This design comes from an exercise in tuning for small area, a short achievable clock period and few clock cycles per item on the open sky130 flow, not from production work. Power figures rest on the tool's default switching activity, not on a simulated workload.

Design g2c1_pie_rx, start of the top module:
module g2c1_pie_rx (
    input  wire         clk,
    input  wire         rst,           
    input  wire         edge_valid,
    output wire         edge_ready,
    input  wire [31:0]  edge_dur,      
    input  wire         edge_last,     
    input  wire [31:0]  rt_tol,        
    input  wire [31:0]  tr_tol,        
    output wire         res_valid,
    input  wire         res_ready,
    output wire [31:0]  res_flags,
    output wire [31:0]  res_tari,
    output wire [31:0]  res_rtcal,
    output wire [31:0]  res_trcal,
    output wire [31:0]  res_blf,
    output wire [15:0]  res_start,
    output wire [15:0]  res_end,
    output wire [6:0]   res_nbits,
    output wire [63:0]  res_bits,      
    output wire [111:0] res_fields     
);
Size: ~400 flip-flops, roughly 480 I/O pins, about 27000 sq um of cells after synthesis.
export LEC_CHECK = 0
export CAP_MARGIN = 20
export CORE_MARGIN = 2
export CORE_UTILIZATION = 55
export PLACE_DENSITY = 0.7
export SLEW_MARGIN = 20
export SYNTH_HIERARCHICAL = 1
export SYNTH_MINIMUM_KEEP_SIZE = 0
create_clock -name core_clock -period 10.0 [get_ports {clk}]
standard.sh (not shown) runs the stock make flow with config.mk's settings and CLKGATE_MAP_FILE= SYNTH_SCRIPT=/design/flow/synth_recipe.tcl, a recipe that flattens the netlist after the stock synthesis.
==> flow/flow/run.sh <==
#!/bin/bash
# Layout flow: the standard flow (standard synthesis included), with the
# timing repair aiming at a 4 ns path instead of stopping at the 10 ns clock,
# and the port buffers made of small buffers. The clock and constraints are
# the design's. Each tool's output is in orfs/logs; make's output in flow.log.
set -euo pipefail
bash standard.sh SETUP_SLACK_MARGIN=6.0 "BUFFER_PORTS_ARGS=-buffer_cell sky130_fd_sc_hd__buf_1" finish > flow.log 2>&1
Then changed:
--- a/flow/design.v
+++ b/flow/design.v
@@ -36,13 +36,12 @@
     reg [23:0] c_d;
     reg        f_rt, f_tr, f_db, f_tok;  
     reg [23:0] rt_q;
     reg        rt_big;
     reg [24:0] tr_q;
     reg        tr_big;
-    reg [28:0] tr10;                     
     reg        fin;          
     reg        out_v;        
     reg        end_last;     
     reg [15:0] idx;          
     reg [15:0] sub_start;
     reg        act;          
@@ -77,37 +76,36 @@
     wire [23:0] x = c_d;
     wire [63:0] r1a = csa({7'd0, d, 1'b0}, {7'd0, rt_q, 1'b0}, {5'h1f, ~{3'b000, x, 2'b00}}, 1'b1);
     wire [63:0] r1b = csa(r1a[31:0], r1a[63:32], {5'h1f, ~{3'b000, x}}, 1'b1);
     wire        k1;
     g2c1_pie_rx_cy #(26) u_k1 (.a(r1b[25:0]), .b(r1b[57:32]), .co(k1));
     wire        c1  = !(r1b[26] ^ r1b[58] ^ k1);
-    wire [63:0] r3a = csa({5'd0, d, 3'b000}, {7'd0, d, 1'b0}, {3'd0, tr10}, 1'b1);
-    wire [63:0] r3b = csa({2'b11, ~{3'b000, x, 3'b000}}, {2'b11, ~{5'b00000, x, 1'b0}}, {2'b11, ~{6'd0, x}}, 1'b1);
+    wire [63:0] r3a = csa({5'd0, d, 3'b000}, {7'd0, d, 1'b0}, {4'd0, tr_q, 3'b000}, 1'b1);
+    wire [63:0] r3b = csa({6'd0, tr_q, 1'b0}, {2'b11, ~{3'b000, x, 3'b000}}, {2'b11, ~{5'b00000, x, 1'b0}}, 1'b1);
     wire [63:0] r3c = csa(r3a[31:0], r3a[63:32], r3b[31:0], 1'b1);
-    wire [63:0] r3e = csa(r3c[31:0], r3c[63:32], r3b[63:32], 1'b0);
+    wire [63:0] r3d = csa(r3c[31:0], r3c[63:32], r3b[63:32], 1'b0);
+    wire [63:0] r3e = csa(r3d[31:0], r3d[63:32], {2'b11, ~{6'd0, x}}, 1'b0);
     wire        k3;
     g2c1_pie_rx_cy #(29) u_k3 (.a(r3e[28:0]), .b(r3e[60:32]), .co(k3));
     wire        c3  = !(r3e[29] ^ r3e[61] ^ k3);
+    wire        lock   = run && !first && (phase == P_RT) && p_ok && f_rt;
+    wire        nx_tr  = run ? lock : (phase == P_TR);
+    wire [24:0] tol    = nx_tr ? tr_q : {1'b0, rt_q};
+    wire        tolbig = nx_tr ? tr_big : rt_big;
     wire [63:0] r2a = csa({7'd0, x, 1'b0}, {8'd0, x}, {4'hf, ~{4'd0, d}}, 1'b1);
-    wire [63:0] r2r = csa(r2a[31:0], r2a[63:32], {8'd0, rt_q}, 1'b0);
-    wire [63:0] r2t = csa(r2a[31:0], r2a[63:32], {7'd0, tr_q}, 1'b0);
-    wire        k2r, k2t;
-    g2c1_pie_rx_cy #(27) u_k2r (.a(r2r[26:0]), .b(r2r[58:32]), .co(k2r));
-    g2c1_pie_rx_cy #(27) u_k2t (.a(r2t[26:0]), .b(r2t[58:32]), .co(k2t));
-    wire        c2r = !(r2r[27] ^ r2r[59] ^ k2r);
-    wire        c2t = !(r2t[27] ^ r2t[59] ^ k2t);
+    wire [63:0] r2b = csa(r2a[31:0], r2a[63:32], {7'd0, tol}, 1'b0);
+    wire        k2;
+    g2c1_pie_rx_cy #(27) u_k2 (.a(r2b[26:0]), .b(r2b[58:32]), .co(k2));
+    wire        c2  = tolbig || !(r2b[27] ^ r2b[59] ^ k2);
     wire [23:0] xb = (phase == P_RT || !act) ? c_d : rtcal;
     wire        db;
     g2c1_pie_rx_cy #(25) u_db (.a({d, 1'b0}), .b(~{1'b0, xb}), .co(db));
-    wire [28:0] tr10_n;
-    g2c1_pie_rx_add #(29) u_tr10 (.a({1'b0, tr_q, 3'b000}), .b({3'b000, tr_q, 1'b0}), .ci(1'b0), .s(tr10_n));
     always @(posedge clk) begin
         rt_q   <= rt_tol[23:0];
         rt_big <= |rt_tol[31:24];
         tr_q   <= tr_tol[24:0];
-        tr10   <= tr10_n[28:0];
         tr_big <= |tr_tol[31:25];
         if (rst) begin
             b_v <= 1'b0;
             c_v <= 1'b0;
         end else begin
             if (edge_ready) b_v <= edge_valid;
@@ -119,14 +117,14 @@
             b_last <= edge_last;
         end
         if (b_adv) begin
             c_d    <= b_d;
             c_gap  <= b_gap;
             c_last <= b_last;
-            f_rt   <= rt_big || (c1 && c2r);
-            f_tr   <= tr_big || (c3 && c2t);
+            f_rt   <= c2 && (rt_big || c1);
+            f_tr   <= c2 && (tr_big || c3);
             f_db   <= db;
             f_tok  <= (b_d >= TARI_MIN) && (b_d <= TARI_MAX);
         end
     end
     wire        dr     = bits[59];
     wire        blf_in = dr ? (trcal >= 24'd22) : (trcal >= 24'd9);
@@ -153,13 +151,12 @@
     wire [2:0]  dv_t3    = {dv_m3, dv_ge};
     wire        dv_g3    = (dv_t3 >= 3'd3);
     wire [1:0]  dv_m3n   = dv_g3 ? dv_t3[1:0] - 2'd3 : dv_t3[1:0];
     wire        dv_start = act && !dst && !fin && trcal_ok && blf_in &&
                            (bits[63:60] == 4'b1000) && (nbits >= 7'd5);
     wire        dv_ok    = !dst || dv_q[35] || (dv_q[34] && !dv_pre);
-    wire        lock = run && !first && (phase == P_RT) && p_ok && f_rt;
     reg        p_ok_n, cal_ok_n, trcal_ok_n, bitovf_n, dst_n;
     reg [1:0]  phase_n;
     reg [20:0] tari_n;
     reg [23:0] rtcal_n, trcal_n;
     reg [63:0] bits_n;
     reg [6:0]  nbits_n;
Effect:
- The new run completed with no timing, DRC or antenna violations
- setup slack is worse by 0.63 ns
- utilization came out higher by 0.37 points
- wire length came out lower by 4.7%
- global-route usage came out higher by 1.5 points
- sequential power came out lower by about 10%
No functional check of the RTL was part of any run of this note.

-- port drivers added, routing unchanged --
The results above use ideal ports. As a check the final layouts listed here were re-extracted and re-timed, cells and wires unchanged. Step 1, drivers: a clkbuf_16 drives clk and a buf_2 each remaining input, both assumed. Step 2 times the ports against the registers' clock, not the clock port: input delays grow and output delays shrink by t, the midpoint of the rising clock arrivals with the driver on. Three values: ideal, step 1, step 2; two values: the first two.
run | shift t [ns] | slack for setup (ns) | worst data-port slew with drivers (ns) | pins driven straight from the clock port
the first run | 0.648 | 6.152 / 6.152 / 6.026 | 0.05 | 1
the second run | 0.641 | 5.526 / 5.526 / 5.526 | 0.09 | 1
After both steps setup and hold are still met in every run listed. The setup slack of the first run, which loses most, moves by 0.000 ns with the drivers and by -0.126 ns with both steps.
